Background: an optimization exercise with open tools, aiming at small area. Do not read the settings as production practice. The RTL of this run was laid out without a check of its function. Power and IR drop assume default switching activity.

===== flow/design.v =====
module lt3_decoder #(
    parameter integer TIME_W        = 64,
    parameter integer TICKS_PER_S   = 1000
) (
    input  wire              clk,
    input  wire              rst,           
    input  wire              cmd_valid,
    input  wire [3:0]        cmd_op,
    input  wire [TIME_W-1:0] cmd_operand,
    input  wire              sym_valid,
    input  wire [9:0]        sym,
    output wire              sym_ready,
    input  wire              crsp_valid,
    input  wire [1:0]        crsp,
    output wire              crsp_ready,
    output reg               rsp_valid,
    output reg  [3:0]        rsp_status,
    output reg  [15:0]       rsp_data,
    output reg               req_open,
    output reg               req_close
);
    localparam integer N              = 54;
    localparam integer FLAG_INDEX     = 53;
    localparam [5:0]   LAST_CNT       = 6'd53;    
    localparam integer COOLDOWN_S     = 30;
    localparam [TIME_W-1:0] COOLDOWN_TICKS = COOLDOWN_S * TICKS_PER_S;
    localparam [2:0] IDLE    = 3'd0;
    localparam [2:0] CONNECT = 3'd1;
    localparam [2:0] HUNT    = 3'd2;
    localparam [2:0] SEEN    = 3'd3;
    localparam [2:0] FILL    = 3'd4;
    localparam [3:0] OP_UPDATE        = 4'h1;
    localparam [3:0] OP_RD_TEMP       = 4'h2;
    localparam [3:0] OP_RD_STATE      = 4'h3;
    localparam [3:0] OP_RD_VTARGET    = 4'h4;
    localparam [3:0] OP_RD_VACTUAL    = 4'h5;
    localparam [3:0] OP_RD_VTGT_ATTR  = 4'h6;
    localparam [3:0] OP_RD_BUF_LOWER  = 4'h7;
    localparam [3:0] OP_RD_BUF_UPPER  = 4'h8;
    localparam [3:0] OP_RD_FLOW       = 4'h9;
    localparam [3:0] OP_RD_CHIMNEY    = 4'hA;
    localparam [3:0] OP_RD_FAN        = 4'hB;
    localparam [3:0] OK_DATA                = 4'h0;
    localparam [3:0] OK_SKIPPED             = 4'h1;
    localparam [3:0] OK_UPDATED             = 4'h2;
    localparam [3:0] ERR_STREAM_INTERRUPTED = 4'h3;
    localparam [3:0] ERR_IO                 = 4'h4;
    localparam [3:0] ERR_TIMEOUT            = 4'h5;
    localparam [3:0] ERR_ABORTED            = 4'h7;
    localparam [3:0] ERR_NO_DATA            = 4'h8;
    localparam [3:0] ERR_ILLEGAL_CMD        = 4'hA;
    localparam [1:0] K_BYTE    = 2'b00;
    localparam [1:0] K_EOF     = 2'b01;
    localparam [1:0] K_TIMEOUT = 2'b10;
    localparam [1:0] CONN_OK = 2'b01;
    reg [2:0]        phase;
    reg [5:0]        cnt;
    reg [7:0]        frame_buf [0:N-1];
    reg [TIME_W-1:0] last_poll_time;
    reg              last_poll_valid;
    reg              snap_valid;
    reg [15:0]       snap_temperature;
    reg [7:0]        snap_valve_target;
    reg [7:0]        snap_valve_actual;
    reg [7:0]        snap_status_raw;
    reg [2:0]        snap_state;
    reg [7:0]        snap_buffer_lower;
    reg [7:0]        snap_buffer_upper;
    reg [7:0]        snap_flow;
    reg [7:0]        snap_chimney;
    reg [7:0]        snap_fan;
    wire stream_phase = (phase == HUNT) || (phase == SEEN) || (phase == FILL);
    assign crsp_ready = !rst && !cmd_valid && (phase == CONNECT);
    assign sym_ready  = !rst && !cmd_valid && stream_phase;
    wire take_cmd  = !rst && cmd_valid;
    wire take_crsp = crsp_valid && crsp_ready;
    wire take_sym  = sym_valid && sym_ready;
    wire [1:0] sym_kind = sym[9:8];
    wire [7:0] sym_byte = sym[7:0];
    wire [TIME_W-1:0] elapsed = cmd_operand - last_poll_time;
    wire in_cooldown = last_poll_valid && (elapsed < COOLDOWN_TICKS);
    reg [7:0] frame [0:N-1];
    integer i;
    always @(*) begin
        for (i = 0; i < N; i = i + 1)
            frame[i] = frame_buf[i];
        frame[N-1] = sym_byte;
    end
    function [2:0] state_map(input [7:0] s);
        case (s)
            8'd0:       state_map = 3'd0;   
            8'd2:       state_map = 3'd1;   
            8'd3, 8'd4: state_map = 3'd2;   
            8'd7, 8'd8: state_map = 3'd3;   
            8'd97:      state_map = 3'd4;   
            8'd98:      state_map = 3'd5;   
            default:    state_map = 3'd7;   
        endcase
    endfunction
    reg [15:0] read_data;
    always @(*) begin
        case (cmd_op)
            OP_RD_TEMP:      read_data = snap_temperature;
            OP_RD_STATE:     read_data = {5'b00000, snap_state, snap_status_raw};
            OP_RD_VTARGET:   read_data = {8'h00, snap_valve_target};
            OP_RD_VACTUAL:   read_data = {8'h00, snap_valve_actual};
            OP_RD_VTGT_ATTR: read_data = {8'h00, snap_valve_actual};
            OP_RD_BUF_LOWER: read_data = {8'h00, snap_buffer_lower};
            OP_RD_BUF_UPPER: read_data = {8'h00, snap_buffer_upper};
            OP_RD_FLOW:      read_data = {8'h00, snap_flow};
            OP_RD_CHIMNEY:   read_data = {8'h00, snap_chimney};
            OP_RD_FAN:       read_data = {8'h00, snap_fan};
            default:         read_data = 16'h0000;
        endcase
    end
    always @(posedge clk) begin
        if (take_sym && phase == FILL && sym_kind == K_BYTE)
            frame_buf[cnt] <= sym_byte;
    end
    always @(posedge clk) begin
        rsp_valid  <= 1'b0;
        rsp_status <= 4'h0;
        rsp_data   <= 16'h0000;
        req_open   <= 1'b0;
        req_close  <= 1'b0;
        if (rst) begin
            phase             <= IDLE;
            cnt               <= 6'd0;
            last_poll_valid   <= 1'b0;
            snap_valid        <= 1'b0;
            snap_temperature  <= 16'h0000;
            snap_valve_target <= 8'h00;
            snap_valve_actual <= 8'h00;
            snap_status_raw   <= 8'h00;
            snap_state        <= 3'd0;
            snap_buffer_lower <= 8'h00;
            snap_buffer_upper <= 8'h00;
            snap_flow         <= 8'h00;
            snap_chimney      <= 8'h00;
            snap_fan          <= 8'h00;
        end else if (take_cmd) begin
            case (cmd_op)
                OP_UPDATE: begin
                    if (in_cooldown) begin
                        rsp_valid  <= 1'b1;
                        rsp_status <= OK_SKIPPED;
                    end else begin
                        if (phase != IDLE) begin
                            rsp_valid  <= 1'b1;
                            rsp_status <= ERR_ABORTED;
                            req_close  <= 1'b1;
                        end
                        last_poll_time  <= cmd_operand;
                        last_poll_valid <= 1'b1;
                        cnt             <= 6'd0;
                        phase           <= CONNECT;
                        req_open        <= 1'b1;
                    end
                end
                OP_RD_TEMP, OP_RD_STATE, OP_RD_VTARGET, OP_RD_VACTUAL,
                OP_RD_VTGT_ATTR, OP_RD_BUF_LOWER, OP_RD_BUF_UPPER,
                OP_RD_FLOW, OP_RD_CHIMNEY, OP_RD_FAN: begin
                    rsp_valid <= 1'b1;
                    if (snap_valid) begin
                        rsp_status <= OK_DATA;
                        rsp_data   <= read_data;
                    end else begin
                        rsp_status <= ERR_NO_DATA;
                    end
                end
                default: begin
                    rsp_valid  <= 1'b1;
                    rsp_status <= ERR_ILLEGAL_CMD;
                end
            endcase
        end else if (take_crsp) begin
            if (crsp == CONN_OK) begin
                phase <= HUNT;
            end else begin
                rsp_valid  <= 1'b1;
                rsp_status <= ERR_IO;
                phase      <= IDLE;
                cnt        <= 6'd0;
            end
        end else if (take_sym) begin
            if (sym_kind != K_BYTE) begin
                rsp_valid  <= 1'b1;
                rsp_status <= (sym_kind == K_EOF)     ? ERR_STREAM_INTERRUPTED :
                              (sym_kind == K_TIMEOUT) ? ERR_TIMEOUT : ERR_IO;
                req_close  <= 1'b1;
                phase      <= IDLE;
                cnt        <= 6'd0;
            end else begin
                case (phase)
                    HUNT: begin
                        if (sym_byte == 8'h0E)
                            phase <= SEEN;
                    end
                    SEEN: begin
                        if (sym_byte == 8'hFF) begin
                            phase <= FILL;
                            cnt   <= 6'd0;
                        end else begin
                            phase <= HUNT;
                        end
                    end
                    default: begin  
                        if (cnt != LAST_CNT) begin
                            cnt <= cnt + 6'd1;
                        end else begin
                            snap_valid        <= 1'b1;
                            snap_temperature  <= {8'h00, frame[1]} +
                                                 ((frame[FLAG_INDEX] != 8'h00) ? 16'd255 : 16'd0);
                            snap_valve_target <= frame[2];
                            snap_valve_actual <= frame[3];
                            snap_status_raw   <= frame[4];
                            snap_state        <= state_map(frame[4]);
                            snap_buffer_lower <= frame[34];
                            snap_buffer_upper <= frame[36];
                            snap_flow         <= frame[37];
                            snap_chimney      <= frame[47];
                            snap_fan          <= frame[50];
                            rsp_valid         <= 1'b1;
                            rsp_status        <= OK_UPDATED;
                            req_close         <= 1'b1;
                            phase             <= IDLE;
                            cnt               <= 6'd0;
                        end
                    end
                endcase
            end
        end
    end
endmodule

===== flow/run.sh =====
#!/bin/bash
# synth_recipe.tcl (not shown) runs the flow's synth.tcl, then flattens the netlist and writes it again
# the make line also repeats each setting of config.mk as NAME=value (left out here)
make -C /OpenROAD-flow-scripts/flow DESIGN_CONFIG=/design/flow/config.mk WORK_HOME=/design/flow/orfs CLKGATE_MAP_FILE= SYNTH_SCRIPT=/design/flow/synth_recipe.tcl finish

===== flow/config.mk =====
export PLATFORM = sky130hd
export DESIGN_NAME = lt3_decoder
export DESIGN_NICKNAME = lt3_decoder
export VERILOG_FILES = /design/flow/design.v
export SDC_FILE = /design/flow/constraint.sdc
export NUM_CORES = 4
export LEC_CHECK = 0
export CAP_MARGIN = 20
export CORE_MARGIN = 2
export CORE_UTILIZATION = 40
export PLACE_DENSITY = 0.6
export SLEW_MARGIN = 20

===== flow/constraint.sdc =====
create_clock -name core_clock -period 10.0 [get_ports {clk}]
set_input_delay 2.0000 -clock core_clock [delete_from_list [all_inputs] [get_ports {clk}]]
set_output_delay 2.0000 -clock core_clock [all_outputs]
set_load 0.01 [all_outputs]

==> summary.txt <==
stage by stage:
stage	utilization	hold WS (ns)	worst slack, ns	total power, mW
after floorplan	-	0.428	4.33	1.25
after global placement	0.448	0.435	2.58	1.38
after detailed placement	0.448	0.443	2.81	1.38
after CTS	0.476	0.451	3.40	2.44
after global routing	0.476	0.467	3.07	2.51
final	0.476	0.452	3.26	2.43
cell families after synthesis:
| group | synth area share |
|---|---|
| and+or+nand+nor | 0.188 |
| AOI/OAI and AO/OA | 0.224 |
| DFF | 0.436 |
| buffers and inverters | 0.0512 |
| adders and majority gates | 0.0667 |
| xor gates and xnor gates | 0.0241 |
| muxes | 0.00953 |
| other | 0.000264 |
synthesized netlist by cell type, drive strengths merged (8+ instances only):
master	count
a211o	8
a211oi	11
a21o	23
a21oi	195
a22o	16
a22oi	11
a31oi	17
and2	8
and3	15
buf	23
clkbuf	54
dfxtp	105
edfxtp	136
ha	74
inv	92
mux2i	9
nand2	267
nand3	35
nand4	36
nor2	119
nor2b	10
nor3	33
nor4	18
o211ai	16
o21a	20
o21ai	83
o21bai	8
o31ai	13
or3	13
xnor2	26
xor2	13
registers in the layout (all words and copies together), names as in the netlist, 4 cells and up:
register	cells
snap_valve_target	8
snap_fan	8
rsp_status	4
snap_flow	8
snap_temperature	9
last_poll_time	64
snap_buffer_lower	8
rsp_data	11
snap_status_raw	8
snap_buffer_upper	8
cnt	6
snap_chimney	8
snap_valve_actual	8
frame_buf	72
metal layers:
metal,global-route usage,vias up
met1,0.320,6026
met3,0.0380,94
met5,0,-
li1,-,6072
met4,0.0802,0
met2,0.402,444
worst paths after layout:
kind	from	to	slack, ns	cells after the start
hold / removal	snap_fan[7]	snap_fan[7]	0.45	2
setup / recovery	cmd_operand[6]	last_poll_time[57]	3.26	14
hold reg to reg	snap_fan[7]	snap_fan[7]	0.45	2
setup reg to reg	last_poll_time[6]	last_poll_time[57]	4.79	14
worst max-delay path, cell delays in order:
cell             delay, ns
clkdlybuf4s50_1       0.45
ha_1                  0.45
a21oi_1               0.35
o22ai_1               0.15
a41o_1                0.31
a2111oi_0             0.95
nor2_1                0.26
o31ai_1               0.40
xor2_1                0.19
nand2_1               0.09
nor4_2                0.24
o2111a_2              0.38
or2_1                 0.30
inv_4                 0.32
layout make-up:
cell class,count,area (µm²),share of cell area
Multi-Input combinational cell,1211,7300,0.442
Sequential cell,241,6190,0.374
Timing Repair Buffer,119,1150,0.0695
Clock buffer,38,841,0.0509
Tap cell,455,569,0.0344
Inverter,93,352,0.0213
Clock inverter,14,138,0.00832
placed cells by master, fill, tap and decap left out, types with 14 or more instances in the layout:
cell type | synthesis | layout
o211ai_1 | 16 | 16
nand2_1 | 267 | 267
xnor2_1 | 26 | 26
a21o_1 | 23 | 23
clkbuf_16 | 0 | 30
nor3_1 | 33 | 30
a22o_1 | 16 | 16
and3_1 | 14 | 14
a21oi_1 | 193 | 193
inv_1 | 90 | 90
dfxtp_1 | 105 | 105
nand4_1 | 36 | 36
o21ai_0 | 80 | 80
a31oi_1 | 16 | 16
ha_1 | 74 | 74
nand3_1 | 35 | 35
nor2_1 | 119 | 119
o21a_1 | 19 | 19
edfxtp_1 | 136 | 136
nor4_1 | 17 | 17
clkdlybuf4s50_1 | 0 | 103
buf_4 | 9 | 15
power by group through the flow:
stage / clock network, mW / logic (mW) / registers [mW]
after floorplan: 0 / 0.181 / 1.07
after global placement: 0 / 0.304 / 1.07
after detailed placement: 0 / 0.302 / 1.07
after CTS: 1.08 / 0.304 / 1.05
after global routing: 1.12 / 0.333 / 1.05
final: 1.07 / 0.309 / 1.05
==> flow_summary.ini <==
[outcome]
outcome = no timing/DRC/antenna violations

[detailed_routing]
drc = 0
route.met2.wl_um = 20900
wl_met1_um = 20300
maxUsedRoutingLayer = met4
first_iter_violations = 920
wl_um = 45300
ant_nets = 0
vias = 12636
wl_per_cell_um = 20.8
via_per_inst = 5.82
met3RoutedLength_um = 2570
first_pass_iters = 5

[die]
rows = 68
die_h_um = 192
fp.dieW_um = 192
core_area_mm2 = 0.0347
ioPinCount = 110
start_util = 0.408
dieArea_mm2 = 0.0370

[timing]
finalCriticalPeriod_ns = 6.74
finalClockSkew_ns = 0.0368
hold_violations = 0
drv_slew = 0
maxSlewHeadroom = 0.264
fin_crit_sh = 0.674
tns_ns = 0
worst_slew_pin_slew_ns = 1.08
fmaxAchievable_mhz = 148
setup_viol = 0
rsz0062_at_grt = false

[global_route]
grt_max_degree = 86
grt_pass1_wl_um = 69100
grt_usage = 0.241
grt-ovfl-total = 0
grt_pass1_vias = 12153
antenna_found_initial = 0

[layout]
finalNonFillerCells = 2171
synthToLayoutAreaGrowth_pct = 16.6
drive_above_1_share = 0.0594
design_area_mm2 = 0.0165
diodes = 0
final.fill_count = 3369
nets = 1854

[power_and_ir_drop]
max-vdd-ir-drop_mv = 0.163
p_leak_nw = 5.90
power_frac_seq = 0.433
p_int_mw = 1.78
p_per_area_mw_per_mm2 = 147
swShare = 0.265
pwr-share-comb = 0.127
p_switching_uw = 642
clkPwrFrac = 0.439

[yosys]
yosys.cell_types.count = 96
syn_area_mm2 = 0.0142
synthTopCellsByArea = edfxtp_1 (29%), dfxtp_1 (15%), nand2_1 (7.1%)
yosysWarnings = 2
ys_seq_elements = 241
avgSynthCellArea_um2 = 8.76
synthFlopType = edfxtp_1
synth_edf_count = 136
yosys.area.top_type_share = 0.288
synth_top_cell_by_area = edfxtp_1
ys_seq_area_frac = 0.436
synthCells = 1619
async_reset_ff_frac = 0

[place]
place_hpwl_um = 33600
dp_cells = 2119
portBuffers = 104
placed_area_mm2 = 0.0155
place_congestion = 0.955

[flow_run]
cap_violations = 0

[clocking]
postCtsHoldBufs = 0
clkSinkCount = 241
cts_tree = yes
clk_latency_ns = 0.60
post-cts-setup-buffer-count = 0
cts-root-buf = clkbuf_16
post_cts_resize_count = 0
cts_max_level = 1
clkTransAtPathRegs_ns = 0.06
clk_path_buf_depth = 3
cts_made_buffers = 28

[critical_path]
crit_path_end_kind = register
critical_path_required_ns = 10.19
worstSetupStartpointType = input pin
worst-setup-path-type = in2reg
crit_fanout = 67
arrival_ns = 6.93

[worst_hold_path]
hp-class = reg2reg

==> separate check: timing with driven ports <==
No port has a modelled driver above. Below, the same layout with a new extraction and two added sets of constraints. Step 1, drivers: a clkbuf_16 drives clk and a buf_2 each remaining input, both assumed. Step 2 moves the port delays by t, midway between the first and last clock arrival at a register: inputs arrive t later, outputs are due t later. That takes back most of the time a late clock gives input paths. Three values: ideal, step 1, step 2; two values: the first two.
t (ns): 0.635
setup WS [ns]: 3.258 / 3.291 / 2.656
worst data-port slew with drivers (ns): 0.06
After both steps setup and hold are still met in this run. For this run, drivers alone change the setup slack by +0.033 ns; drivers and shift together by -0.602 ns.
